This is an optimization exercise on Yosys and OpenROAD, whose aim is small area, not a production implementation.
At most, simulation tests tie the RTL to the original design; equivalence was not proved.
For runs 3 to 5, only the layout was checked, not whether the RTL still works.
Power is estimated from default activity; no workload was simulated.

==> design/flow/design.v <==
module rotary_index_mapper (
    input  wire [7:0] ch,
    output wire       found,
    output wire [5:0] slot
);
    wire digit  = (ch[7:4] == 4'h3) && (ch[3:0] <= 4'd9);
    wire letter = (ch[7:6] == 2'b01) && (ch[4:0] != 5'd0) && (ch[4:0] <= 5'd26);
    assign found = digit | letter;
    assign slot  = letter ? {1'b0, ch[4:0]} + 6'd9 : {2'b00, ch[3:0]};
endmodule
module stepper_step_sequencer (
    input  wire        clk,
    input  wire        rst_n,
    input  wire        cmd_valid,
    input  wire [15:0] cmd,
    output wire        cmd_ready,
    output reg         rsp_valid,
    output reg  [2:0]  rsp_status,
    output wire [3:0]  coil,
    input  wire        hall_in,
    output wire        halted,
    output wire [1:0]  sess_out,
    output wire [2:0]  hstate_out,
    output wire        hfail_phase_out,
    output wire [5:0]  pos_out,
    output wire [2:0]  idx_out,
    input  wire        cfg_len8,
    input  wire [31:0] cfg_pattern,
    input  wire [14:0] cfg_steps_per_rev,
    input  wire [15:0] cfg_steps_per_flap,
    input  wire [5:0]  cfg_home_index,
    input  wire [15:0] cfg_home_offset,
    input  wire [15:0] cfg_backoff_steps,
    input  wire        cfg_coarse_fine,
    input  wire        cfg_offset_calibrated,
    input  wire [15:0] cfg_t_sample,
    input  wire [15:0] cfg_t_move,
    input  wire [15:0] cfg_t_seek_fast,
    input  wire [15:0] cfg_t_seek_slow
);
    localparam [2:0] IDLE = 3'd0, FAST_SEEK = 3'd1, BACK_OFF = 3'd2, SLOW_SEEK = 3'd3,
                     HOMED = 3'd4, FAILED = 3'd5, OFFSET = 3'd6;
    localparam [2:0] P_STEP = 3'd0, P_WAIT = 3'd1, P_SMP0 = 3'd2, P_DECIDE = 3'd7;
    localparam [2:0] ST_OK = 3'd0, ST_ALREADY = 3'd1, ST_IGNORED = 3'd2, ST_REJECTED = 3'd3,
                     ST_INVALID_CHAR = 3'd4, ST_HOMING_TIMEOUT = 3'd5, ST_STARTUP_FAIL = 3'd6;
    reg [2:0]  hstate;
    reg        hfail;
    reg [1:0]  sess;
    reg        rdy;
    reg        on;         
    reg [2:0]  idx;
    reg [2:0]  phase;
    reg [15:0] tmr;
    reg [15:0] cnt;
    reg [1:0]  ones;       
    reg [5:0]  pos;
    reg [5:0]  cur;
    reg [5:0]  tgt;
    assign cmd_ready       = rdy;
    assign halted          = sess[1];
    assign sess_out        = sess;
    assign hstate_out      = hstate;
    assign hfail_phase_out = hfail;
    assign pos_out         = pos;
    assign idx_out         = idx;
    assign coil            = on ? cfg_pattern[idx*4 +: 4] : 4'b0000;
    wire boot_start = (hstate == IDLE);
    wire homing     = hstate[1] | (hstate[0] & ~hstate[2]);
    wire moving     = ~rdy & hstate[2] & ~hstate[1] & ~sess[1];
    wire seeking    = ~hstate[2] & hstate[0];
    wire in_offset  = (hstate == OFFSET);
    wire in_backoff = (hstate == BACK_OFF);
    wire ofs_neg    = cfg_home_offset[15];
    wire       ch_found;
    wire [5:0] ch_slot;
    rotary_index_mapper u_map (
        .ch   (cmd[7:0]),
        .found(ch_found),
        .slot (ch_slot)
    );
    wire       accept   = cmd_valid & rdy;
    wire       op_bad   = cmd[15] | (cmd[14:12] >= 3'd3);
    wire       op_nop   = ~op_bad & (cmd[13:12] == 2'd0);
    wire       op_home  = ~op_bad & (cmd[13:12] == 2'd1);
    wire       op_goto  = ~op_bad & cmd[13];
    wire       at_tgt   = (ch_slot == pos);
    wire       go_move  = accept & op_goto & ch_found & ~at_tgt;
    wire       go_home  = boot_start | (accept & op_home);
    reg  [15:0] bound;
    always @(*) begin
        case (hstate)
            FAST_SEEK: bound = {cfg_steps_per_rev, 1'b0};
            BACK_OFF:  bound = cfg_backoff_steps;
            OFFSET:    bound = cfg_home_offset ^ {16{ofs_neg}};
            default:   bound = cfg_steps_per_flap;
        endcase
    end
    wire at_bound = (cnt == bound);
    wire smp_phase = (phase != P_STEP) & (phase != P_WAIT) & (phase != P_DECIDE);
    wire timing    = (phase == P_WAIT) | (smp_phase & (phase != P_SMP0));
    reg  [15:0] t_sel;
    always @(*) begin
        if (smp_phase)
            t_sel = cfg_t_sample;
        else if (moving)
            t_sel = cfg_t_move;
        else if (hstate == FAST_SEEK || (in_offset && !cfg_coarse_fine))
            t_sel = cfg_t_seek_fast;
        else
            t_sel = cfg_t_seek_slow;
    end
    wire [15:0] tmr_inc = tmr + 16'd1;
    wire        t_end   = (tmr_inc == t_sel);
    wire p_step   = (phase == P_STEP);
    wire p_decide = (phase == P_DECIDE);
    wire arrived  = (cur == tgt);
    wire h        = ones[1] & ones[0];
    wire hom_step = homing & p_step & ~((in_backoff | in_offset) & at_bound);
    wire mov_step = moving & p_step & ~arrived;
    wire step     = hom_step | mov_step;
    wire dir_up   = in_backoff | (in_offset & ~ofs_neg);    
    wire ok_end   = p_step & ((in_offset & at_bound) | (moving & arrived));
    wire found    = homing & p_decide & ~h;
    wire fail_end = homing & p_decide & h & at_bound;
    wire run_end  = ok_end | fail_end;
    wire bo_end   = p_step & in_backoff & at_bound;
    wire adv = p_step ? step : (timing ? t_end : (homing & ~p_step & ~(phase == P_WAIT)));
    wire flap_end = mov_step & at_bound;
    wire cur_step = flap_end | (hom_step & in_offset & cfg_offset_calibrated);
    wire cur_down = moving | ofs_neg;
    wire [5:0] cur_up_v = (cur == 6'd35) ? 6'd0 : cur + 6'd1;
    wire [5:0] cur_dn_v = (cur == 6'd0) ? 6'd35 : cur - 6'd1;
    wire cnt_ld_neg = found & ~(hstate == FAST_SEEK & cfg_coarse_fine) & ofs_neg;
    wire cnt_ld     = go_home | go_move | found | bo_end | flap_end;
    wire cnt_ld_one = go_move | flap_end;
    always @(posedge clk) begin
        if (timing & ~t_end)
            tmr <= tmr_inc;
        else
            tmr <= 16'd0;
        if (cnt_ld)
            cnt <= {{15{cnt_ld_neg}}, cnt_ld_neg | cnt_ld_one};
        else if (step)
            cnt <= cnt + 16'd1;
        if (phase == P_SMP0)
            ones <= {1'b0, hall_in};
        else if (smp_phase & t_end & ~h)
            ones <= ones + {1'b0, hall_in};
        if (rdy)
            tgt <= ch_slot;
        if (go_move)
            cur <= pos;
        else if (go_home)
            cur <= cfg_home_index;
        else if (cur_step)
            cur <= cur_down ? cur_dn_v : cur_up_v;
        if (ok_end)
            pos <= cur;
        if (!rst_n) begin
            hstate     <= IDLE;
            hfail      <= 1'b0;
            sess       <= 2'd0;
            rdy        <= 1'b0;
            on         <= 1'b0;
            idx        <= 3'd0;
            phase      <= P_STEP;
            rsp_valid  <= 1'b0;
            rsp_status <= ST_OK;
        end else begin
            if (adv)
                phase <= (phase == P_WAIT && !seeking) ? P_STEP : phase + 3'd1;
            if (step) begin
                on <= 1'b1;
                if (dir_up & ~moving)
                    idx <= {cfg_len8 & (idx[2] ^ (idx[1] & idx[0])), idx[1] ^ idx[0], ~idx[0]};
                else
                    idx <= {cfg_len8 & (idx[2] ^ ~(idx[1] | idx[0])), ~(idx[1] ^ idx[0]), ~idx[0]};
            end else if (run_end) begin
                on <= 1'b0;
            end
            if (go_home)
                hstate <= FAST_SEEK;
            else if (found)
                hstate <= (hstate == FAST_SEEK && cfg_coarse_fine) ? BACK_OFF : OFFSET;
            else if (bo_end)
                hstate <= SLOW_SEEK;
            else if (ok_end & in_offset)
                hstate <= HOMED;
            else if (fail_end)
                hstate <= FAILED;
            if (fail_end)
                hfail <= (hstate == SLOW_SEEK);
            rsp_valid <= 1'b0;
            if (accept) begin
                if (op_bad) begin
                    rsp_valid  <= 1'b1;
                    rsp_status <= ST_REJECTED;
                end else if (op_nop) begin
                    rsp_valid  <= 1'b1;
                    rsp_status <= ST_IGNORED;
                end else if (op_home) begin
                    rdy <= 1'b0;
                end else if (!ch_found) begin
                    rsp_valid  <= 1'b1;
                    rsp_status <= ST_INVALID_CHAR;
                end else if (at_tgt) begin
                    rsp_valid  <= 1'b1;
                    rsp_status <= ST_ALREADY;
                end else begin
                    rdy <= 1'b0;
                end
            end
            if (run_end) begin
                rsp_valid <= 1'b1;
                if (ok_end) begin
                    rsp_status <= ST_OK;
                    sess       <= 2'd1;
                    rdy        <= 1'b1;
                end else if (sess == 2'd0) begin
                    rsp_status <= ST_STARTUP_FAIL;
                    sess       <= 2'd2;
                end else begin
                    rsp_status <= ST_HOMING_TIMEOUT;
                    rdy        <= 1'b1;
                end
            end
        end
    end
endmodule
==> design/flow/run.sh <==
#!/bin/bash
# synth_recipe.tcl (not shown) runs the flow's synth.tcl, then flattens the netlist and writes it again
# the make line also repeats each setting of config.mk as NAME=value (left out here)
make -C /OpenROAD-flow-scripts/flow DESIGN_CONFIG=/design/flow/config.mk WORK_HOME=/design/flow/orfs CLKGATE_MAP_FILE= SYNTH_SCRIPT=/design/flow/synth_recipe.tcl finish
==> design/flow/config.mk <==
export PLATFORM = sky130hd
export DESIGN_NAME = stepper_step_sequencer
export DESIGN_NICKNAME = stepper_step_sequencer
export VERILOG_FILES = /design/flow/design.v
export SDC_FILE = /design/flow/constraint.sdc
export NUM_CORES = 4
export LEC_CHECK = 0
export CAP_MARGIN = 20
export CORE_MARGIN = 2
export CORE_UTILIZATION = 40
export SLEW_MARGIN = 20
==> design/flow/constraint.sdc <==
create_clock -name core_clock -period 20.0 [get_ports {clk}]
set_input_delay 4.0000 -clock core_clock [delete_from_list [all_inputs] [get_ports {clk}]]
set_output_delay 4.0000 -clock core_clock [all_outputs]
set_load 0.01 [all_outputs]
==> results.rst, run 1 <==
.. list-table::
   :header-rows: 1

   * - Metric
     - Value
   * - Number of inserted diodes
     - 0
   * - Critical Setup Path Class
     - in -> out
   * - Normalized max-slew margin
     - 0.4739
   * - Sequential share of power
     - 0.306
   * - Setup crit start kind
     - input port
   * - Worst EP arrival
     - 5.56 ns
   * - Combinational fraction of design power
     - 0.457
   * - Total via count in the routed design
     - 7150
   * - Final routed DRC violation total
     - 0
   * - Max Fanout on Critical Path
     - 1
   * - Period Utilization, post-route
     - 0.4781
   * - End of the worst register-to-register path
     - cnt[4]$_DFFE_PP_
   * - Worst setup skew after layout
     - 0.007317 ns
   * - Global-route wire length before repair
     - 35.65 mm
   * - Ratio of cells with drive above 1 in the final layout
     - 0.06586
   * - Synth area leaders
     - sky130_fd_sc_hd__edfxtp_1 16%, sky130_fd_sc_hd__dfxtp_1 10%, sky130_fd_sc_hd__xnor2_1 6.5%
   * - Max-capacitance violation count
     - 0
   * - Number of storage elements in the synthesis netlist
     - 70
   * - Total of fill cells in the finished design
     - 1478
   * - Final hold violations
     - 0
   * - CTS tree
     - built
   * - Number of global-route vias before repair
     - 6847
   * - Type of the tightest min-delay check
     - reg -> reg
   * - Transition time at the pin with the least slew margin
     - 0.7862 ns
   * - Worst Hold Launch
     - hfail$_SDFFE_PN0P_
   * - Pwr Density
     - 69.81 nW/µm²
   * - Height of the chip
     - 133.6 µm
   * - Final Wtd Congestion
     - 0.8749
   * - Internal Pwr Total
     - 0.3910 mW
   * - Final critical path time including I/O delays and setup
     - 9.562 ns
   * - Post-CTS Repair Setup Buffers
     - 0
   * - Share of total power in the clock network
     - 0.237
   * - Unrepaired setup endpoints after global routing
     - no
   * - Number of levels the H-tree was split into
     - 3
   * - Total of cells resized after clock tree synthesis
     - 0
   * - Setup-failing EPs final
     - 0
   * - Syn-to-layout area delta
     - 36.26%
   * - Placeable Area
     - 16520 µm²
   * - Post-Syn Nets
     - 1014
   * - Worst stage delay on the critical path
     - 0.48 ns
   * - Worst-path cell with the longest stage delay
     - sky130_fd_sc_hd__clkdlybuf4s50_1
   * - Starting density of the core
     - 0.4066
   * - Most common cell after layout, fill and taps aside
     - sky130_fd_sc_hd__clkdlybuf4s50_1
   * - Status
     - timing/DRC/antenna clean
   * - Source of the worst register-to-register timing path
     - hstate[1]$_SDFFE_PP0P_
   * - Critical Path, Cell by Cell
     - clkdlybuf4s50_1 > mux4_2 > mux2i_1 > nor2b_1 > clkdlybuf4s50_1
   * - Switching Fraction
     - 0.3882
   * - Hold-critical path depth
     - 2
   * - Detailed-route wire length per cell
     - 19.07 µm
   * - Drt first pass iters
     - 6
   * - CTS Buffer Depth
     - 2
   * - Fraction of synthesis flops using an asynchronous set or reset pin
     - 0
   * - Latest clock arrival within the worst-skew pair
     - 0.34 ns
   * - Main synth FF type
     - sky130_fd_sc_hd__edfxtp_1
   * - DR vias/cell
     - 5.924
   * - Number of cells traversed by the worst register-to-register path
     - 9
   * - Worst EP required
     - 16.00 ns
   * - Number of enable flip-flop cells after synthesis
     - 35
   * - Antenna Nets Post-Route
     - 0
   * - Top-level port count
     - 213
   * - Total power after layout
     - 0.6391 mW
   * - Pins over their slew limit
     - 0
   * - Net switching power
     - 0.2481 mW
   * - Number of hold buffers added after cts
     - 0
   * - Clock slew seen by the registers of the worst setup and hold paths
     - 0.06 ns
   * - Cell taking the most area after synthesis
     - sky130_fd_sc_hd__edfxtp_1
   * - Layout net count
     - 1187
   * - Clock sink total
     - 70
   * - Static power due to leakage
     - 3.170 nW
   * - Endpoint kind of the worst setup timing path
     - output port
   * - Pin count of the biggest net entering global routing
     - 57
   * - Post-synthesis average cell area
     - 8.305 µm²
   * - Reg-to-reg slack, setup
     - 15.46 ns
   * - Overall overflow remaining after global route
     - 0
   * - Port Buf Inserts
     - 208
   * - HPWL after DPL
     - 17.78 mm
   * - Worst VDD drop
     - 36.73 µV
   * - Area of the die
     - 17850 µm²
   * - Yosys Warn Count
     - 1
   * - Combined area of all synthesized cells
     - 6719 µm²
   * - Crit path buffers/inverters
     - 2
   * - Sequential cell area fraction in the yosys report
     - 0.2607
   * - Count of distinct cell types in the synthesized netlist
     - 86
   * - Violation count after the first detailed-route iteration
     - 567
   * - Highest-count cells in the layout ignoring fill and taps
     - 208 x sky130_fd_sc_hd__clkdlybuf4s50_1, 59 x sky130_fd_sc_hd__o21ai_0, 57 x sky130_fd_sc_hd__nor2_1
   * - Worst Hold Slack
     - 0.4594 ns
   * - Cell count after synthesis
     - 809
   * - CTS root buf
     - sky130_fd_sc_hd__clkbuf_16
   * - Die width
     - 133.6 µm
   * - TritonCTS Buffers
     - 9
   * - Number of rows created at floorplan
     - 47
   * - Cell type group with the largest total delay on the critical path
     - buffers and inverters
   * - Endpoint with the worst hold slack
     - hfail$_SDFFE_PN0P_
   * - Most frequent CP cell
     - sky130_fd_sc_hd__clkdlybuf4s50_1
   * - Overall routing resource usage
     - 0.2522
   * - Final routed wirelength across all metal layers
     - 23.02 mm
   * - Initial antenna violation count
     - 0
   * - Highest clock frequency the design can meet
     - 104.6 MHz
   * - Total negative slack for setup checks
     - 0 ns
   * - Share of the synthesized area in the top cell type
     - 0.1564
cells in the mapped netlist, types with 23 or more instances:
| cell | count |
|---|---|
| sky130_fd_sc_hd__o21ai_0 | 59 |
| sky130_fd_sc_hd__nor2_1 | 57 |
| sky130_fd_sc_hd__nand2_1 | 56 |
| sky130_fd_sc_hd__xnor2_1 | 50 |
| sky130_fd_sc_hd__a21oi_1 | 38 |
| sky130_fd_sc_hd__xor2_1 | 36 |
| sky130_fd_sc_hd__dfxtp_1 | 35 |
| sky130_fd_sc_hd__edfxtp_1 | 35 |
| sky130_fd_sc_hd__inv_1 | 32 |
| sky130_fd_sc_hd__nor3_1 | 32 |
| sky130_fd_sc_hd__nand3_1 | 24 |
| sky130_fd_sc_hd__clkbuf_1 | 23 |
layout make-up:
| cell class | count | area, µm² | share of cell area |
|---|---|---|---|
| Clock buffer | 9 | 225.2 | 0.02460 |
| Clock inverter | 7 | 56.30 | 0.006150 |
| Inverter | 32 | 120.1 | 0.01312 |
| Multi-Input combinational cell | 656 | 4606 | 0.5031 |
| Sequential cell | 70 | 1753 | 0.1915 |
| Tap cell | 220 | 275.3 | 0.03007 |
| Timing Repair Buffer | 213 | 2120 | 0.2315 |
layer usage:
layer  wire length [µm]  track usage
met5                  0            0
met3               1922      0.04604
met2              10410       0.4038
met4                648      0.09338
met1              10030       0.3400
worst max-delay path by stage:
stage               cells past startpoint            start  slack [ns]       to
floorplan                               3  cfg_pattern[28]       11.35  coil[0]
global placement                        5  cfg_pattern[31]       10.45  coil[3]
detailed placement                      5  cfg_pattern[12]       10.43  coil[0]
CTS                                     5  cfg_pattern[12]       10.42  coil[0]
global route                            5  cfg_pattern[30]       10.36  coil[2]
finish                                  5  cfg_pattern[31]       10.44  coil[3]
flip-flops by register name, summed over array words and instances (netlist names), 2 cells and up:
register and flops:
tgt 6, cnt 16, idx 3, hstate 3
rsp_status 3, pos 6, sess 2, ones 2
tmr 16, cur 6, phase 3
power groups by stage:
stage	combinational (mW)	clock [mW]	sequential (mW)
2_1_floorplan	0.200	0	0.184
3_3_place_gp	0.281	0	0.198
3_5_place_dp	0.288	0	0.199
4_1_cts	0.290	0.155	0.196
5_1_grt	0.318	0.161	0.199
6_report	0.292	0.152	0.196
stage by stage:
step           instance area [µm²]  instances  utilization  worst slack, ns
6_report                      9155       1207       0.5540            10.44
5_1_grt                       9155       1207       0.5540            10.36
2_1_floorplan                 6719        809            -            11.35
4_1_cts                       9155       1207       0.5540            10.42
3_3_place_gp                  8874       1191       0.5370            10.45
3_5_place_dp                  8874       1191       0.5370            10.43
worst min-delay path, delay by kind of cell, from the launching register on:
family             cells  cell delay, ns
AOI/OAI and AO/OA      1            0.05
DFF                    1            0.31
and+or+nand+nor        1            0.05
logic make-up after synthesis:
family	after synthesis	synth area share
AND/OR/NAND/NOR	312	0.2693
AO/OA/AOI/OAI	218	0.2227
XOR/XNOR	86	0.1121
buffers and inverters	83	0.05382
flip-flops	70	0.2607
multiplexers	23	0.04972
adder cells (fa/ha/maj)	17	0.03166
==> run 2, diff against run 1 <==
--- a/design/flow/config.mk
+++ b/design/flow/config.mk
@@ -7,2 +7,3 @@
 export LEC_CHECK = 0
+export ABC_AREA = 1
 export CAP_MARGIN = 20
==> run 2 against run 1 <==
Net effect:
- still clean on timing, DRC and antenna
- flip-flop and latch count is the same
- fmax grew 0.37%
- total power grew 1.4%
- largest cell class unchanged
- highest routed layer unchanged
==> results.rst, run 2 <==
.. list-table::
   :header-rows: 1

   * - Metric
     - Value
   * - Violation count after the first detailed-route iteration
     - 456
   * - Setup-failing EPs final
     - 0
   * - Period Utilization, post-route
     - 0.4763
   * - Post-synthesis average cell area
     - 6.208 µm²
   * - Yosys Warn Count
     - 1
   * - Setup crit start kind
     - input port
   * - HPWL after DPL
     - 15.71 mm
   * - Syn-to-layout area delta
     - 38.78%
   * - Top-level port count
     - 213
   * - Most common cell after layout, fill and taps aside
     - sky130_fd_sc_hd__nand2_1
   * - Pins over their slew limit
     - 0
   * - Drt first pass iters
     - 5
   * - Number of levels the H-tree was split into
     - 3
   * - Final critical path time including I/O delays and setup
     - 9.527 ns
   * - Final routed DRC violation total
     - 0
   * - Main synth FF type
     - sky130_fd_sc_hd__edfxtp_1
   * - Layout net count
     - 1441
   * - Largest registers ranked by flip-flop count
     - cnt: 16 flops, tmr: 16 flops
   * - Count of distinct cell types in the synthesized netlist
     - 42
   * - Overall routing resource usage
     - 0.2380
   * - Number of inserted diodes
     - 0
   * - Finished layout cell area
     - 8977 µm²
   * - Worst stage delay on the critical path
     - 0.58 ns
   * - CTS Buffer Depth
     - 2
   * - Count of cell instances traversed by the critical path
     - 6
   * - Starting density of the core
     - 0.4087
   * - Crit path buffers/inverters
     - 2
   * - Max-capacitance violation count
     - 0
   * - Setup crit end
     - coil[3]
   * - Total negative slack for setup checks
     - 0 ns
   * - Critical Path, Cell by Cell
     - clkdlybuf4s50_1 > o21ai_0 > o22ai_1 > o21ai_0 > a31oi_1 > clkdlybuf4s50_1
   * - Die width
     - 131.2 µm
   * - Total of fill cells in the finished design
     - 1606
   * - DR vias/cell
     - 4.885
   * - Highest clock frequency the design can meet
     - 105.0 MHz
   * - Global-route wire length before repair
     - 33.66 mm
   * - Worst setup margin
     - 10.47 ns
   * - Worst EP arrival
     - 5.53 ns
   * - Sequential cell area fraction in the yosys report
     - 0.2708
   * - Synth area leaders
     - sky130_fd_sc_hd__nand2_1 18%, sky130_fd_sc_hd__edfxtp_1 16%, sky130_fd_sc_hd__dfxtp_1 11%
   * - Placed standard-cell area
     - 8685 µm²
   * - Pwr Density
     - 72.20 nW/µm²
   * - Clock slew seen by the registers of the worst setup and hold paths
     - 0.05 ns
   * - TritonCTS Buffers
     - 9
   * - Number of enable flip-flop cells after synthesis
     - 35
   * - Initial antenna violation count
     - 0
   * - Height of the chip
     - 131.2 µm
   * - Worst EP required
     - 16.00 ns
   * - Launching element of the worst setup path
     - cfg_pattern[27]
   * - CTS root buf
     - sky130_fd_sc_hd__clkbuf_16
   * - Overall overflow remaining after global route
     - 0
   * - Ratio of cells with drive above 1 in the final layout
     - 0.04029
   * - Combined area of all synthesized cells
     - 6469 µm²
   * - Number of cells traversed by the worst register-to-register path
     - 16
   * - Endpoint kind of the worst setup timing path
     - output port
   * - Reg-to-reg slack, setup
     - 16.15 ns
   * - Number of storage elements in the synthesis netlist
     - 70
   * - Total via count in the routed design
     - 7117
   * - Cell count after synthesis
     - 1042
   * - Highest-count cells in the layout ignoring fill and taps
     - 307 x sky130_fd_sc_hd__nand2_1, 208 x sky130_fd_sc_hd__clkdlybuf4s50_1, 135 x sky130_fd_sc_hd__nor2_1
   * - Status
     - timing/DRC/antenna clean
   * - Pre-CTS worst setup slack
     - 10.49 ns
   * - Normalized max-slew margin
     - 0.2440
   * - Source of the worst register-to-register timing path
     - hstate[1]$_SDFFE_PP0P_
   * - Worst VDD drop
     - 42.49 µV
   * - Transition time at the pin with the least slew margin
     - 1.122 ns
   * - Critical Setup Path Class
     - in -> out
   * - Final Wtd Congestion
     - 0.8736
   * - Post-CTS Repair Setup Buffers
     - 0
   * - Final hold violations
     - 0
   * - Cell type group with the largest total delay on the critical path
     - buffers and inverters
   * - Clock sink total
     - 70
   * - Number of hold buffers added after cts
     - 0
   * - Number of global-route vias before repair
     - 6851
   * - Port Buf Inserts
     - 208
   * - Placeable Area
     - 15830 µm²
   * - Final routed wirelength across all metal layers
     - 20.35 mm
   * - CTS tree
     - built
   * - Post-Syn Nets
     - 1247
   * - Finished Layout Cells
     - 1457
   * - Pin count of the biggest net entering global routing
     - 37
   * - Area of the die
     - 17210 µm²
   * - Fraction of synthesis flops using an asynchronous set or reset pin
     - 0
   * - Worst-path cell with the longest stage delay
     - sky130_fd_sc_hd__clkdlybuf4s50_1
   * - Placed Cells incl. Taps
     - 1441
   * - Max Fanout on Critical Path
     - 1
   * - Total of cells resized after clock tree synthesis
     - 0
   * - Detailed-route wire length per cell
     - 13.97 µm
   * - Static power due to leakage
     - 4.172 nW
   * - Commonest cells in the netlist
     - 307 x sky130_fd_sc_hd__nand2_1, 135 x sky130_fd_sc_hd__nor2_1, 129 x sky130_fd_sc_hd__inv_1
   * - Worst setup skew after layout
     - 0.007488 ns
   * - Share of the synthesized area in the top cell type
     - 0.1781
   * - Cell taking the most area after synthesis
     - sky130_fd_sc_hd__nand2_1
   * - Antenna Nets Post-Route
     - 0
   * - End of the worst register-to-register path
     - cnt[9]$_DFFE_PP_
   * - Dominant cell by count in the synthesized netlist
     - sky130_fd_sc_hd__nand2_1
   * - Latest clock arrival within the worst-skew pair
     - 0.34 ns
   * - Type of the tightest min-delay check
     - reg -> reg
   * - Unrepaired setup endpoints after global routing
     - no
   * - Number of rows created at floorplan
     - 46
-- run 2: cell count changes after synthesis, sizes merged, moves of 13 or more --
cell / before / now
inv: 32 / 136
xnor2: 50 / 10
nor2: 57 / 140
or3: 13 / 0
and3: 19 / 0
nor3: 32 / 9
nand3: 25 / 105
nand2: 57 / 314
nor2b: 19 / 0
-- run 2: how the worst min path moves through the flow --
stage / from / end / depth (start not counted)
5_1_grt: hfail$_SDFFE_PN0P_ / hfail$_SDFFE_PN0P_ / 2
3_5_place_dp: rsp_status[2]$_SDFFE_PN0P_ / rsp_status[2]$_SDFFE_PN0P_ / 2
3_3_place_gp: rsp_status[2]$_SDFFE_PN0P_ / rsp_status[2]$_SDFFE_PN0P_ / 2
6_report: hfail$_SDFFE_PN0P_ / hfail$_SDFFE_PN0P_ / 2
2_1_floorplan: cur[2]$_DFFE_PP_ / pos[2]$_DFFE_PN_ / 0
4_1_cts: rsp_status[2]$_SDFFE_PN0P_ / rsp_status[2]$_SDFFE_PN0P_ / 2
-- run 2: per-layer routing --
metal,vias up,global-route usage,share of wire
met5,-,0,0
met4,0,0.05495,0.011
met3,18,0.05478,0.062
met2,210,0.4067,0.48
met1,3148,0.3054,0.45
li1,3741,-,-
-- run 2: stage by stage --
step           power (mW)  hold slack, ns    util
6_report           0.6481          0.4779  0.5672
5_1_grt            0.7058          0.5059  0.5672
4_1_cts            0.6536          0.4868  0.5672
3_5_place_dp       0.4903          0.4786  0.5487
3_3_place_gp       0.4866          0.4720  0.5487
2_1_floorplan      0.3924          0.4244       -
-- run 2: cell type report --
| cell class | instances | area (µm²) | share of cell area |
|---|---|---|---|
| flip-flops and latches | 70 | 1752 | 0.1951 |
| clock inverters | 5 | 50.05 | 0.005575 |
| well taps | 216 | 270.3 | 0.03010 |
| repair buffers | 211 | 2105 | 0.2344 |
| clock buffers | 11 | 242.7 | 0.02704 |
| multi-input cells | 806 | 4035 | 0.4495 |
| inverters | 138 | 523.0 | 0.05826 |
-- run 2: cell families (layout without fill, tap and decap cells) --
| kind of cell | count (synthesis) | in the layout | share of synthesized area |
|---|---|---|---|
| muxes | 1 | 1 | 0.001547 |
| DFF | 70 | 70 | 0.2708 |
| AOI/OAI and AO/OA | 128 | 128 | 0.1135 |
| buffers and inverters | 166 | 365 | 0.1054 |
| adders and majority gates | 17 | 17 | 0.03288 |
| xor gates and xnor gates | 58 | 58 | 0.07853 |
| and+or+nand+nor | 602 | 602 | 0.3973 |
-- run 2: tightest hold or removal path, cell delays in order, from the launching register on --
cell and delay, ns:
sky130_fd_sc_hd__dfxtp_1 0.31, sky130_fd_sc_hd__nand2_1 0.06, sky130_fd_sc_hd__a21oi_1 0.05
-- run 2: report_power, final --
part | switching, mW | total, mW | internal [mW]
logic | 0.166 | 0.286 | 0.120
clock network | 0.0623 | 0.161 | 0.0991
registers | 0.0272 | 0.201 | 0.173
==> run 3, diff against run 2 <==
--- a/design/flow/design.v
+++ b/design/flow/design.v
@@ -100,15 +100,14 @@
     wire timing    = (phase == P_WAIT) | (smp_phase & (phase != P_SMP0));
-    reg  [15:0] t_sel;
+    reg  [15:0] t_ld;
     always @(*) begin
-        if (smp_phase)
-            t_sel = cfg_t_sample;
+        if (phase != P_STEP)
+            t_ld = cfg_t_sample;
         else if (moving)
-            t_sel = cfg_t_move;
+            t_ld = cfg_t_move;
         else if (hstate == FAST_SEEK || (in_offset && !cfg_coarse_fine))
-            t_sel = cfg_t_seek_fast;
+            t_ld = cfg_t_seek_fast;
         else
-            t_sel = cfg_t_seek_slow;
+            t_ld = cfg_t_seek_slow;
     end
-    wire [15:0] tmr_inc = tmr + 16'd1;
-    wire        t_end   = (tmr_inc == t_sel);
+    wire        t_end   = (tmr == 16'd1);
     wire p_step   = (phase == P_STEP);
@@ -137,5 +136,5 @@
         if (timing & ~t_end)
-            tmr <= tmr_inc;
+            tmr <= tmr - 16'd1;
         else
-            tmr <= 16'd0;
+            tmr <= t_ld;
         if (cnt_ld)
==> design/flow/flow/run.sh (new file) <==
#!/bin/bash
# The standard layout (standard.sh) with changes that only pick smaller cells:
#  - synthesis maps logic with an area-oriented ABC script (flow/synth.tcl);
#  - the port buffers are buf_1 cells;
#  - clock tree synthesis uses clkbuf_4 buffers and no dummy loads.
# make's output goes to standard_flow.log; each ORFS step logs under orfs/logs.
set -euo pipefail
W=$PWD
export AREA_ABC_SCRIPT=$W/flow/area.abc
export FLOW_SYNTH_TCL=$W/synth_recipe.tcl
bash standard.sh \
  SYNTH_SCRIPT=$W/flow/synth.tcl \
  BUFFER_PORTS_ARGS="-buffer_cell sky130_fd_sc_hd__buf_1" \
  CTS_ARGS="-sink_clustering_enable -repair_clock_nets -buf_list sky130_fd_sc_hd__clkbuf_8 -dont_use_dummy_load" \
  finish > standard_flow.log 2>&1
==> design/flow/flow/area.abc (new file) <==
strash
&get -n
&dch -f
&nf -R 1000
&put
==> design/flow/flow/synth.tcl (new file) <==
# The standard synthesis (synth_recipe.tcl), with one change: ABC maps the
# combinational logic with an area-oriented script (area.abc). Flip-flops are
# mapped before ABC runs, so the registers are the standard synthesis's.
proc abc {args} {
  set i [lsearch -exact $args -script]
  if { $i >= 0 } {
    set args [lreplace $args [expr {$i+1}] [expr {$i+1}] $::env(AREA_ABC_SCRIPT)]
  }
  yosys abc {*}$args
}
source $::env(FLOW_SYNTH_TCL)
==> design/flow/standard.sh (new file) <==
#!/bin/bash
# synth_recipe.tcl (not shown) runs the flow's synth.tcl, then flattens the netlist and writes it again
# the make line also repeats each setting of config.mk as NAME=value (left out here)
make -C /OpenROAD-flow-scripts/flow DESIGN_CONFIG=/design/flow/config.mk WORK_HOME=/design/flow/orfs CLKGATE_MAP_FILE= SYNTH_SCRIPT=/design/flow/synth_recipe.tcl "${@:-finish}"
removed: design/flow/run.sh
==> run 3 against run 2 <==
Net effect:
- fmax is 7.3% higher
- synthesized cell count decreased by 42%
- clock power fell by 45%
- hold slack worse by 0.0036 ns
- critical path type unchanged
- core utilization is 6.4 points lower
- non-clock buffer count is 3 higher
- worst setup slack improved by 0.65 ns
- die area down 20%
- largest power group unchanged
- clock skew is 0.0079 ns higher
==> results.rst, run 3 <==
.. list-table::
   :header-rows: 1

   * - Metric
     - Value
   * - Status
     - timing/DRC/antenna clean
   * - Overall overflow remaining after global route
     - 0
   * - Number of enable flip-flop cells after synthesis
     - 35
   * - Worst setup margin
     - 11.12 ns
   * - Worst stage delay on the critical path
     - 0.45 ns
   * - Number of rows created at floorplan
     - 41
   * - Cell count after synthesis
     - 600
   * - Worst Hold Slack
     - 0.4743 ns
   * - Latest clock arrival within the worst-skew pair
     - 0.36 ns
   * - Number of hold buffers added after cts
     - 0
   * - Detailed-route wire length per cell
     - 14.84 µm
   * - Count of cell instances traversed by the critical path
     - 5
   * - Highest clock frequency the design can meet
     - 112.6 MHz
   * - Pins over their slew limit
     - 0
   * - Final routed DRC violation total
     - 0
   * - Synth area leaders
     - sky130_fd_sc_hd__edfxtp_1 20%, sky130_fd_sc_hd__dfxtp_1 14%, sky130_fd_sc_hd__xnor2_1 9.3%
   * - Total of cells resized after clock tree synthesis
     - 0
   * - CTS tree
     - built
   * - End of the worst register-to-register path
     - cnt[4]$_DFFE_PP_
   * - Launching element of the worst setup path
     - cfg_pattern[31]
   * - Final cell utilization of the core
     - 0.5036
   * - Endpoint kind of the worst setup timing path
     - output port
   * - Area of the die
     - 13840 µm²
   * - Placeable Area
     - 12620 µm²
   * - Number of levels the H-tree was split into
     - 3
   * - Syn-to-layout area delta
     - 22.98%
   * - Type of the tightest min-delay check
     - reg -> reg
   * - Number of cells traversed by the worst register-to-register path
     - 12
   * - Reg-to-reg slack, setup
     - 15.36 ns
   * - Critical Setup Path Class
     - in -> out
   * - Clock slew seen by the registers of the worst setup and hold paths
     - 0.07 ns
   * - CTS root buf
     - sky130_fd_sc_hd__clkbuf_8
   * - TritonCTS Buffers
     - 9
   * - Worst EP arrival
     - 4.88 ns
   * - Initial antenna violation count
     - 0
   * - DR vias/cell
     - 5.280
   * - Number of storage elements in the synthesis netlist
     - 70
   * - Critical Path, Cell by Cell
     - buf_1 > mux4_2 > o21ai_0 > nor2_1 > buf_1
   * - Height of the chip
     - 117.7 µm
   * - Setup-failing EPs final
     - 0
   * - Layout net count
     - 1030
   * - Final hold violations
     - 0
   * - Pre-CTS worst setup slack
     - 11.12 ns
   * - Pin count of the biggest net entering global routing
     - 27
   * - Max-capacitance violation count
     - 0
   * - Die width
     - 117.7 µm
   * - Violation count after the first detailed-route iteration
     - 289
   * - Final Wtd Congestion
     - 0.8578
   * - Port Buf Inserts
     - 208
   * - Highest-count cells in the layout ignoring fill and taps
     - 208 x sky130_fd_sc_hd__buf_1, 70 x sky130_fd_sc_hd__nor2_1, 67 x sky130_fd_sc_hd__o21ai_0
   * - Normalized max-slew margin
     - 0.3491
   * - Transition time at the pin with the least slew margin
     - 0.9744 ns
   * - Number of inserted diodes
     - 0
   * - Drt first pass iters
     - 4
   * - Most frequent CP cell
     - sky130_fd_sc_hd__buf_1
   * - Worst VDD drop
     - 60.28 µV
   * - Ratio of cells with drive above 1 in the final layout
     - 0.03285
   * - Cell taking the most area after synthesis
     - sky130_fd_sc_hd__edfxtp_1
   * - Fraction of synthesis flops using an asynchronous set or reset pin
     - 0
   * - Total negative slack for setup checks
     - 0 ns
   * - Total via count in the routed design
     - 5248
   * - CTS Buffer Depth
     - 2
   * - Static power due to leakage
     - 2.091 nW
   * - Antenna Nets Post-Route
     - 0
   * - Cell type group with the largest total delay on the critical path
     - multiplexers
   * - Most common cell after layout, fill and taps aside
     - sky130_fd_sc_hd__buf_1
   * - Clock sink total
     - 70
   * - Unrepaired setup endpoints after global routing
     - no
   * - Overall routing resource usage
     - 0.2109
   * - Dominant cell by count in the synthesized netlist
     - sky130_fd_sc_hd__nor2_1
   * - Crit path buffers/inverters
     - 2
   * - Worst EP required
     - 16.00 ns
   * - Source of the worst register-to-register timing path
     - hstate[2]$_SDFFE_PP0P_
   * - Final routed wirelength across all metal layers
     - 14.75 mm
   * - Global-route wire length before repair
     - 23.96 mm
   * - Sequential cell area fraction in the yosys report
     - 0.3390
   * - Combined area of all synthesized cells
     - 5167 µm²
   * - Finished Layout Cells
     - 994
   * - Share of the synthesized area in the top cell type
     - 0.2034
   * - Total of fill cells in the finished design
     - 1308
   * - HPWL after DPL
     - 11.35 mm
   * - Count of distinct cell types in the synthesized netlist
     - 46
   * - Starting density of the core
     - 0.4095
   * - Setup crit end
     - coil[3]
   * - Worst-path cell with the longest stage delay
     - sky130_fd_sc_hd__mux4_2
   * - Yosys Warn Count
     - 1
   * - Pwr Density
     - 93.20 nW/µm²
   * - Post-CTS Repair Setup Buffers
     - 0
   * - Main synth FF type
     - sky130_fd_sc_hd__edfxtp_1
   * - Largest registers ranked by flip-flop count
     - cnt: 16 flops, tmr: 16 flops
   * - Worst setup skew after layout
     - 0.01537 ns
   * - Max Fanout on Critical Path
     - 1
   * - Final critical path time including I/O delays and setup
     - 8.879 ns
   * - Top-level port count
     - 213
   * - Post-Syn Nets
     - 806
   * - Number of global-route vias before repair
     - 5125
   * - Commonest cells in the netlist
     - 72 x sky130_fd_sc_hd__nor2_1, 67 x sky130_fd_sc_hd__o21ai_0, 56 x sky130_fd_sc_hd__nand2_1
   * - Post-synthesis average cell area
     - 8.612 µm²
   * - Placed Cells incl. Taps
     - 985
   * - Period Utilization, post-route
     - 0.4440
   * - Setup crit start kind
     - input port
==> run 3: cell type report <==
class,instances,area [µm²],share of cell area
sequential,70,1752,0.2756
tap,172,215.2,0.03386
timing repair buffer,214,825.8,0.1299
clock buffer,9,123.9,0.01949
inverter,17,63.81,0.01004
multi-input combinational,512,3374,0.5310
==> run 3: power breakdown <==
| part | leakage, nW | switching (mW) | internal [mW] | total [mW] |
|---|---|---|---|---|
| clock network | 0.0647 | 0.0481 | 0.0401 | 0.0882 |
| logic | 1.39 | 0.147 | 0.120 | 0.267 |
| registers | 0.640 | 0.0453 | 0.192 | 0.237 |
| total | 2.09 | 0.241 | 0.352 | 0.592 |
==> run 3: metal layers <==
metal | global-route usage | wire, µm | vias up
met3 | 0.04506 | 913 | 16
met1 | 0.2751 | 6811 | 2385
li1 | - | - | 2664
met2 | 0.3492 | 6765 | 183
met5 | 0 | 0 | -
met4 | 0.06627 | 260 | 0
==> run 3: worst min-delay path, delay by kind of cell, from the launching register on <==
kind	cells	cell delay [ns]
simple gates	1	0.07
compound gates	1	0.05
flops	1	0.31
==> run 3: cells by family after synthesis <==
| kind of cell | count (synthesis) | share of synthesized area |
|---|---|---|
| simple gates | 213 | 0.1920 |
| buf+inv | 18 | 0.01380 |
| compound gates | 170 | 0.1973 |
| mux | 28 | 0.07361 |
| fa+ha+maj | 18 | 0.04358 |
| flops | 70 | 0.3390 |
| xor+xnor | 83 | 0.1407 |
==> run 3: worst min path at each step <==
stage	slack [ns]	depth (start not counted)	end	from
floorplan	0.47	2	on$_SDFFE_PN0P_	on$_SDFFE_PN0P_
global placement	0.46	2	hfail$_SDFFE_PN0P_	hfail$_SDFFE_PN0P_
detailed placement	0.46	2	hfail$_SDFFE_PN0P_	hfail$_SDFFE_PN0P_
CTS	0.47	2	hfail$_SDFFE_PN0P_	hfail$_SDFFE_PN0P_
global route	0.51	2	rsp_status[2]$_SDFFE_PN0P_	rsp_status[2]$_SDFFE_PN0P_
finish	0.47	2	hfail$_SDFFE_PN0P_	hfail$_SDFFE_PN0P_
==> run 3: metrics by stage <==
stage	power (mW)	area [µm²]
final	0.5923	6355
after global routing	0.6438	6355
after CTS	0.5967	6339
after detailed placement	0.5073	6215
after global placement	0.5005	6212
after floorplan	0.4276	5167
==> run 4, diff against run 3 <==
==> design/flow/flow/run.sh (replaced) <==
#!/bin/bash
# The standard layout (standard.sh) with changes that only pick smaller cells:
#  - synthesis maps logic with an area-oriented ABC script (flow/synth.tcl,
#    flow/area.abc) and leaves adders to ABC (no ADDER_MAP_FILE);
#  - the port buffers are buf_1 cells;
#  - clock tree synthesis uses larger sink clusters and no dummy loads.
# make's output goes to standard_flow.log; each ORFS step logs under orfs/logs.
set -euo pipefail
W=$PWD
export AREA_ABC_SCRIPT=$W/flow/area.abc
export FLOW_SYNTH_TCL=$W/synth_recipe.tcl
bash standard.sh \
  SYNTH_SCRIPT=$W/flow/synth.tcl \
  ADDER_MAP_FILE= \
  BUFFER_PORTS_ARGS="-buffer_cell sky130_fd_sc_hd__buf_1" \
  CTS_ARGS="-sink_clustering_enable -repair_clock_nets -buf_list sky130_fd_sc_hd__clkbuf_8 -sink_clustering_size 30 -dont_use_dummy_load" \
  finish > standard_flow.log 2>&1
==> design/flow/flow/area.abc (replaced) <==
strash
&get -n
&dch -f
&nf -R 1000
&put
strash
&get -n
&dch -f
&nf -R 1000
&put
==> run 4 against run 3 <==
Net effect:
- first-iteration DRC count grew 16%
- non-clock buffer count is 2 lower
- sequential power is 3% lower
- combinational power down 29%
- fmax down 0.12%
- synthesized area shrank 8.8%
- hold slack improved by 0.012 ns
- die area down 8.5%
- largest power group is now registers
==> results.rst, run 4 <==
.. list-table::
   :header-rows: 1

   * - Metric
     - Value
   * - Total of fill cells in the finished design
     - 1166
   * - Yosys Warn Count
     - 1
   * - Largest registers ranked by flip-flop count
     - cnt: 16 flops, tmr: 16 flops
   * - Synth area leaders
     - sky130_fd_sc_hd__edfxtp_1 22%, sky130_fd_sc_hd__dfxtp_1 15%, sky130_fd_sc_hd__xnor2_1 9.5%
   * - Number of inserted diodes
     - 0
   * - Transition time at the pin with the least slew margin
     - 1.005 ns
   * - Total via count in the routed design
     - 5060
   * - Overall overflow remaining after global route
     - 0
   * - Number of hold buffers added after cts
     - 0
   * - Internal Pwr Total
     - 0.3172 mW
   * - Switching Fraction
     - 0.3727
   * - Worst Hold Launch
     - ones[1]$_SDFFE_PP0P_
   * - Placed Cells incl. Taps
     - 902
   * - Highest-count cells in the layout ignoring fill and taps
     - 208 x sky130_fd_sc_hd__buf_1, 86 x sky130_fd_sc_hd__o21ai_0, 67 x sky130_fd_sc_hd__nand2_1
   * - Clock slew seen by the registers of the worst setup and hold paths
     - 0.07 ns
   * - Ratio of cells with drive above 1 in the final layout
     - 0.03255
   * - Post-synthesis average cell area
     - 8.603 µm²
   * - Combinational family with the most area after synthesis
     - compound AO/OA/AOI/OAI gates
   * - Reg-to-reg slack, setup
     - 15.04 ns
   * - Layout net count
     - 958
   * - Launching element of the worst setup path
     - cfg_pattern[25]
   * - Pwr Density
     - 86.54 nW/µm²
   * - Violation count after the first detailed-route iteration
     - 335
   * - Total of cells resized after clock tree synthesis
     - 0
   * - Overall routing resource usage
     - 0.2169
   * - Highest clock frequency the design can meet
     - 112.5 MHz
   * - Cell taking the most area after synthesis
     - sky130_fd_sc_hd__edfxtp_1
   * - Post-Syn Nets
     - 736
   * - Top-level port count
     - 213
   * - Finished Layout Cells
     - 911
   * - Worst EP required
     - 16.00 ns
   * - Final Wtd Congestion
     - 0.8241
   * - Final critical path time including I/O delays and setup
     - 8.890 ns
   * - Cell count after synthesis
     - 548
   * - Endpoint kind of the worst setup timing path
     - output port
   * - Source of the worst register-to-register timing path
     - hstate[2]$_SDFFE_PP0P_
   * - HPWL after DPL
     - 10.84 mm
   * - Worst VDD drop
     - 45.17 µV
   * - CTS root buf
     - sky130_fd_sc_hd__clkbuf_8
   * - Dominant cell by count in the synthesized netlist
     - sky130_fd_sc_hd__o21ai_0
   * - End of the worst register-to-register path
     - cnt[7]$_DFFE_PP_
   * - Number of rows created at floorplan
     - 39
   * - Area fraction in compound gates after synthesis
     - 0.2508
   * - Share of total power in the clock network
     - 0.171
   * - Post-Synth Simple-Gate Area
     - 0.1871
   * - Setup-failing EPs final
     - 0
   * - Height of the chip
     - 112.6 µm
   * - Combinational fraction of design power
     - 0.376
   * - Most common cell after layout, fill and taps aside
     - sky130_fd_sc_hd__buf_1
   * - Type of the tightest min-delay check
     - reg -> reg
   * - Commonest cells in the netlist
     - 86 x sky130_fd_sc_hd__o21ai_0, 67 x sky130_fd_sc_hd__nand2_1, 51 x sky130_fd_sc_hd__nor2_1, 51 x sky130_fd_sc_hd__xnor2_1, 39 x sky130_fd_sc_hd__a21oi_1
   * - Combined area of all synthesized cells
     - 4715 µm²
   * - Total negative slack for setup checks
     - 0 ns
   * - Number of storage elements in the synthesis netlist
     - 70
   * - Multiplexer fraction of the synthesized cell area
     - 0.04671
   * - TritonCTS Buffers
     - 9
   * - Number of cells traversed by the worst register-to-register path
     - 13
   * - Initial antenna violation count
     - 0
   * - Number of levels the H-tree was split into
     - 3
   * - Latest clock arrival within the worst-skew pair
     - 0.35 ns
   * - Placeable Area
     - 11470 µm²
   * - Main synth FF type
     - sky130_fd_sc_hd__edfxtp_1
   * - Normalized max-slew margin
     - 0.3273
   * - Xor/xnor share of the synthesized area
     - 0.1375
   * - Worst setup skew after layout
     - 0.01466 ns
   * - CTS Buffer Depth
     - 2
   * - Final routed wirelength across all metal layers
     - 13.89 mm
   * - Sequential cell area fraction in the yosys report
     - 0.3715
   * - Post-CTS Repair Setup Buffers
     - 0
   * - Starting density of the core
     - 0.4111
   * - Status
     - timing/DRC/antenna clean
   * - Net switching power
     - 0.1885 mW
   * - Final hold violations
     - 0
   * - Hold-critical path depth
     - 1
   * - Pins over their slew limit
     - 0
   * - Max-capacitance violation count
     - 0
   * - DR vias/cell
     - 5.554
   * - Sequential share of power
     - 0.452
   * - Fraction of synthesis flops using an asynchronous set or reset pin
     - 0
   * - Period Utilization, post-route
     - 0.4445
   * - Static power due to leakage
     - 1.934 nW
   * - Share of synthesized cell area in full adder, half adder and majority cells
     - 0
   * - Die width
     - 112.6 µm
   * - Critical Setup Path Class
     - in -> out
   * - Share of the synthesized area in the top cell type
     - 0.2229
   * - Combined area of the multi-input logic cells
     - 2955 µm²
   * - Drt first pass iters
     - 9
   * - Antenna Nets Post-Route
     - 0
   * - Number of enable flip-flop cells after synthesis
     - 35
   * - Unrepaired setup endpoints after global routing
     - no
   * - Worst EP arrival
     - 4.89 ns
   * - Endpoint with the worst hold slack
     - ones[1]$_SDFFE_PP0P_
   * - Clock sink total
     - 70
   * - Syn-to-layout area delta
     - 23.94%
   * - Setup crit start kind
     - input port
   * - CTS tree
     - built
   * - Number of global-route vias before repair
     - 4814
   * - Area of the die
     - 12670 µm²
   * - Sequential cell area
     - 1752 µm²
   * - Detailed-route wire length per cell
     - 15.25 µm
   * - Global-route wire length before repair
     - 22.43 mm
   * - Count of distinct cell types in the synthesized netlist
     - 44
   * - Port Buf Inserts
     - 208
   * - Pin count of the biggest net entering global routing
     - 32
   * - Max Fanout on Critical Path
     - 1
   * - Final routed DRC violation total
     - 0
==> run 4: cell types whose count changed after synthesis, moves of 7 or more <==
cell / change
sky130_fd_sc_hd__nand2_1: +11
sky130_fd_sc_hd__o31ai_1: +7
sky130_fd_sc_hd__a21oi_1: -11
sky130_fd_sc_hd__clkinv_1: -11
sky130_fd_sc_hd__mux2i_1: -16
sky130_fd_sc_hd__a31oi_1: +16
sky130_fd_sc_hd__a222oi_1: +14
sky130_fd_sc_hd__o21ai_0: +19
sky130_fd_sc_hd__nor2_1: -21
sky130_fd_sc_hd__ha_1: -18
sky130_fd_sc_hd__a221oi_1: -14
==> run 4: layout make-up <==
cell class | instances | area share
Tap cell | 143 | 0.03062
Multi-Input combinational cell | 471 | 0.5058
Inverter | 6 | 0.003854
Sequential cell | 70 | 0.2998
Clock buffer | 9 | 0.02120
Timing Repair Buffer | 212 | 0.1388
==> run 4: logic make-up (layout without fill, tap and decap cells) <==
logic type | after synthesis | in the layout
simple gates | 190 | 190
compound gates | 195 | 195
mux | 12 | 12
flops | 70 | 70
xor+xnor | 74 | 74
buf+inv | 7 | 227
==> run 4: critical path, stage by stage <==
cell                      delay, ns
sky130_fd_sc_hd__buf_1         0.09
sky130_fd_sc_hd__mux4_2        0.46
sky130_fd_sc_hd__o21ai_0       0.17
sky130_fd_sc_hd__nor2_1        0.06
sky130_fd_sc_hd__buf_1         0.12
==> run 4: routing by layer <==
metal | wire [µm] | global-route usage
met4 | 230 | 0.07967
met5 | 0 | 0
met1 | 6142 | 0.2830
met2 | 6356 | 0.3541
met3 | 1161 | 0.04698
==> run 4: through the flow <==
step | cell area [µm²] | util | total power, mW | setup slack [ns] | hold slack, ns
after CTS | 5826 | 0.5080 | 0.5104 | 11.10 | 0.4963
after global routing | 5843 | 0.5095 | 0.5477 | 11.01 | 0.5266
after floorplan | 4715 | - | 0.3607 | 11.34 | 0.4403
after global placement | 5702 | 0.4972 | 0.4156 | 11.12 | 0.4481
after detailed placement | 5702 | 0.4972 | 0.4219 | 11.09 | 0.4792
final | 5843 | 0.5095 | 0.5056 | 11.11 | 0.4862
==> run 4: power groups by stage <==
| stage | logic (mW) | registers [mW] | clock network [mW] |
|---|---|---|---|
| 2_1_floorplan | 0.139 | 0.221 | 0 |
| 3_3_place_gp | 0.186 | 0.229 | 0 |
| 3_5_place_dp | 0.191 | 0.231 | 0 |
| 4_1_cts | 0.193 | 0.228 | 0.0898 |
| 5_1_grt | 0.218 | 0.235 | 0.0946 |
| 6_report | 0.190 | 0.229 | 0.0866 |
==> run 4: how the worst max path moves through the flow <==
stage                     endpoint  slack, ns  cells after the start
after global routing       coil[0]      11.01                      5
after detailed placement   coil[1]      11.09                      5
final                      coil[1]      11.11                      5
after CTS                  coil[1]      11.10                      5
after floorplan            coil[0]      11.34                      3
after global placement     coil[0]      11.12                      5
==> run 5, diff against run 4 <==
--- a/design/flow/flow/run.sh
+++ b/design/flow/flow/run.sh
@@ -15,3 +15,3 @@
   BUFFER_PORTS_ARGS="-buffer_cell sky130_fd_sc_hd__buf_1" \
-  CTS_ARGS="-sink_clustering_enable -repair_clock_nets -buf_list sky130_fd_sc_hd__clkbuf_8 -sink_clustering_size 30 -dont_use_dummy_load" \
+  CTS_ARGS="-sink_clustering_enable -repair_clock_nets -buf_list sky130_fd_sc_hd__clkbuf_16 -sink_clustering_size 80 -sink_clustering_max_diameter 500 -dont_use_dummy_load" \
   finish > standard_flow.log 2>&1
==> run 5 against run 4 <==
Net effect:
- still clean
- non-clock buffer count stayed put
- sequential share of layout area is 0.51 points lower
- cell count stayed put
- critical path type unchanged
==> results.rst, run 5 <==
.. list-table::
   :header-rows: 1

   * - Metric
     - Value
   * - Cell count after synthesis
     - 548
   * - Most common cell after layout, fill and taps aside
     - sky130_fd_sc_hd__buf_1
   * - Final routed wirelength across all metal layers
     - 13.90 mm
   * - Worst stage delay on the critical path
     - 0.46 ns
   * - CTS Buffer Depth
     - 2
   * - Overall overflow remaining after global route
     - 0
   * - CTS tree
     - built
   * - Reg-to-reg slack, setup
     - 15.02 ns
   * - Die width
     - 112.6 µm
   * - Source of the worst register-to-register timing path
     - hstate[2]$_SDFFE_PP0P_
   * - Global-route wire length before repair
     - 22.38 mm
   * - Worst setup skew after layout
     - 0.01051 ns
   * - Pwr Density
     - 92.73 nW/µm²
   * - Final cell utilization of the core
     - 0.5184
   * - Clock slew seen by the registers of the worst setup and hold paths
     - 0.05 ns
   * - CTS root buf
     - sky130_fd_sc_hd__clkbuf_16
   * - Post-Syn Nets
     - 736
   * - DR vias/cell
     - 5.565
   * - Layout net count
     - 958
   * - Worst EP required
     - 16.00 ns
   * - Worst Hold Launch
     - ones[1]$_SDFFE_PP0P_
   * - Finished Layout Cells
     - 911
   * - Endpoint kind of the worst setup timing path
     - output port
   * - Detailed-route wire length per cell
     - 15.26 µm
   * - Transition time at the pin with the least slew margin
     - 1.028 ns
   * - Number of global-route vias before repair
     - 4808
   * - Port Buf Inserts
     - 208
   * - Number of rows created at floorplan
     - 39
   * - Count of distinct cell types in the synthesized netlist
     - 44
   * - Placed Cells incl. Taps
     - 902
   * - Post-synthesis average cell area
     - 8.603 µm²
   * - Cell type group with the largest total delay on the critical path
     - multiplexers
   * - Type of the tightest min-delay check
     - reg -> reg
   * - Sequential cell area fraction in the yosys report
     - 0.3715
   * - Total of fill cells in the finished design
     - 1158
   * - Yosys Warn Count
     - 1
   * - Crit path buffers/inverters
     - 2
   * - Dominant cell by count in the synthesized netlist
     - sky130_fd_sc_hd__o21ai_0
   * - Largest registers ranked by flip-flop count
     - cnt: 16 flops, tmr: 16 flops
   * - Hold-critical path depth
     - 1
   * - Cell taking the most area after synthesis
     - sky130_fd_sc_hd__edfxtp_1
   * - Static power due to leakage
     - 1.980 nW
   * - Sequential cell area
     - 1752 µm²
   * - Critical Setup Path Class
     - in -> out
   * - Total via count in the routed design
     - 5070
   * - Setup-failing EPs final
     - 0
   * - Number of inserted diodes
     - 0
   * - Status
     - timing/DRC/antenna clean
   * - Normalized max-slew margin
     - 0.3124
   * - Number of hold buffers added after cts
     - 0
   * - Period Utilization, post-route
     - 0.4445
   * - Placed standard-cell area
     - 5702 µm²
   * - Height of the chip
     - 112.6 µm
   * - Critical Path, Cell by Cell
     - buf_1 > mux4_2 > o21ai_0 > nor2_1 > buf_1
   * - Post-CTS Repair Setup Buffers
     - 0
   * - Number of enable flip-flop cells after synthesis
     - 35
   * - Syn-to-layout area delta
     - 26.09%
   * - Commonest cells in the netlist
     - 86 x sky130_fd_sc_hd__o21ai_0, 67 x sky130_fd_sc_hd__nand2_1, 51 x sky130_fd_sc_hd__nor2_1, 51 x sky130_fd_sc_hd__xnor2_1, 39 x sky130_fd_sc_hd__a21oi_1
   * - Number of levels the H-tree was split into
     - 3
   * - Pin count of the biggest net entering global routing
     - 32
   * - Max Fanout on Critical Path
     - 1
   * - Count of cell instances traversed by the critical path
     - 5
   * - Number of cells traversed by the worst register-to-register path
     - 13
   * - Final hold violations
     - 0
   * - Final critical path time including I/O delays and setup
     - 8.890 ns
   * - Clock sink total
     - 70
   * - Share of the synthesized area in the top cell type
     - 0.2229
   * - Violation count after the first detailed-route iteration
     - 297
   * - Starting density of the core
     - 0.4111
   * - Highest clock frequency the design can meet
     - 112.5 MHz
   * - Most frequent CP cell
     - sky130_fd_sc_hd__buf_1
   * - Antenna Nets Post-Route
     - 0
   * - Final Wtd Congestion
     - 0.8241
   * - Main synth FF type
     - sky130_fd_sc_hd__edfxtp_1
   * - Placeable Area
     - 11470 µm²
   * - Finished layout cell area
     - 5944 µm²
   * - Initial antenna violation count
     - 0
   * - Worst EP arrival
     - 4.89 ns
   * - Pins over their slew limit
     - 0
   * - Worst VDD drop
     - 46.24 µV
   * - End of the worst register-to-register path
     - cnt[1]$_DFFE_PP_
   * - Total negative slack for setup checks
     - 0 ns
   * - Final routed DRC violation total
     - 0
   * - Unrepaired setup endpoints after global routing
     - no
   * - Highest-count cells in the layout ignoring fill and taps
     - 208 x sky130_fd_sc_hd__buf_1, 86 x sky130_fd_sc_hd__o21ai_0, 67 x sky130_fd_sc_hd__nand2_1
   * - Top-level port count
     - 213
   * - Latest clock arrival within the worst-skew pair
     - 0.33 ns
   * - Number of storage elements in the synthesis netlist
     - 70
   * - Area of the die
     - 12670 µm²
   * - Combined area of the multi-input logic cells
     - 2955 µm²
   * - Overall routing resource usage
     - 0.2153
   * - Setup crit start kind
     - input port
   * - Total of cells resized after clock tree synthesis
     - 0
   * - Fraction of synthesis flops using an asynchronous set or reset pin
     - 0
   * - Worst-path cell with the longest stage delay
     - sky130_fd_sc_hd__mux4_2
   * - HPWL after DPL
     - 10.84 mm
   * - Drt first pass iters
     - 6
   * - Max-capacitance violation count
     - 0
   * - Synth area leaders
     - sky130_fd_sc_hd__edfxtp_1 22%, sky130_fd_sc_hd__dfxtp_1 15%, sky130_fd_sc_hd__xnor2_1 9.5%
   * - TritonCTS Buffers
     - 9
   * - Endpoint with the worst hold slack
     - ones[1]$_SDFFE_PP0P_
   * - Ratio of cells with drive above 1 in the final layout
     - 0.03255
   * - Combined area of all synthesized cells
     - 4715 µm²
==> run 5: how the worst max path moves through the flow <==
stage	start	endpoint	slack [ns]
finish	cfg_pattern[25]	coil[1]	11.11
global route	cmd[1]	cnt[4]$_DFFE_PP_	11.00
CTS	cfg_pattern[21]	coil[1]	11.10
detailed placement	cfg_pattern[21]	coil[1]	11.09
global placement	cfg_pattern[28]	coil[0]	11.12
floorplan	cfg_pattern[28]	coil[0]	11.34
==> run 5: worst register-to-register path, delay by kind of cell, from the launching register on <==
family | cells | cell delay, ns
buffers and inverters | 1 | 0.22
and+or+nand+nor | 8 | 2.95
xor gates and xnor gates | 1 | 0.15
AOI/OAI and AO/OA | 3 | 0.74
DFF | 1 | 0.53
==> run 5: logic make-up (layout without fill, tap and decap cells) <==
group	count (synthesis)	after routing	share of synthesized area
mux	12	12	0.04671
xor+xnor	74	74	0.1375
compound gates	195	195	0.2508
buf+inv	7	227	0.006370
flops	70	70	0.3715
simple gates	190	190	0.1871
==> run 5: layout make-up <==
cell class,count,share of cell area
timing repair buffer,212,0.1364
inverter,6,0.003789
multi-input combinational,471,0.4972
sequential,70,0.2947
tap,143,0.03010
clock buffer,9,0.03789
==> run 5: power by group <==
part / total [mW] / internal (mW) / switching (mW)
Clock: 0.132 / 0.0787 / 0.0530
Sequential: 0.229 / 0.187 / 0.0416
Combinational: 0.190 / 0.0900 / 0.101
Total: 0.551 / 0.356 / 0.195
==> run 5: stage by stage <==
step | setup WS, ns | hold WS [ns] | total power, mW
floorplan | 11.34 | 0.4403 | 0.3607
global placement | 11.12 | 0.4481 | 0.4156
detailed placement | 11.09 | 0.4792 | 0.4219
CTS | 11.10 | 0.4932 | 0.5546
global route | 11.00 | 0.5220 | 0.5911
finish | 11.11 | 0.4836 | 0.5512
==> run 5: routing by layer <==
metal,part of all wire,track usage,vias up
met5,0,0,-
met4,0.018,0.08049,0
met3,0.085,0.04050,19
met2,0.45,0.3533,249
met1,0.45,0.2827,2275
li1,-,-,2527

==> static timing again, ports no longer ideal <==
The flow's constraints put no driver on any port. The routed layouts listed below were extracted and timed again, unchanged, in two steps.
Step 1 sets driving cells, clkbuf_16 on the clock port and buf_2 on the other inputs (assumed; they add their load-dependent delay and slew).
Step 2 adds t to the input delays and takes it off the output delays; t is the mean of the earliest and latest rising clock arrival at the registers after step 1. Input paths then give back, and output paths get back, about the clock's delay inside the block.
Three values: ideal ports, drivers, drivers and shift; two values: the first two.
run | t (ns) | setup slack, ns | worst slew at a driven data input, ns
run 1 | 0.382 | 10.438 / 10.415 / 10.415 | 0.06
run 2 | 0.384 | 10.473 / 10.446 / 10.446 | 0.06
run 3 | 0.382 | 11.121 / 11.091 / 11.091 | 0.05
run 4 | 0.376 | 11.110 / 11.082 / 11.082 | 0.06
run 5 | 0.364 | 11.110 / 11.083 / 11.083 | 0.06
After both steps setup and hold are still met in every run listed. The setup slack of run 3, which loses most, moves by -0.030 ns with the drivers and by -0.030 ns with both steps.
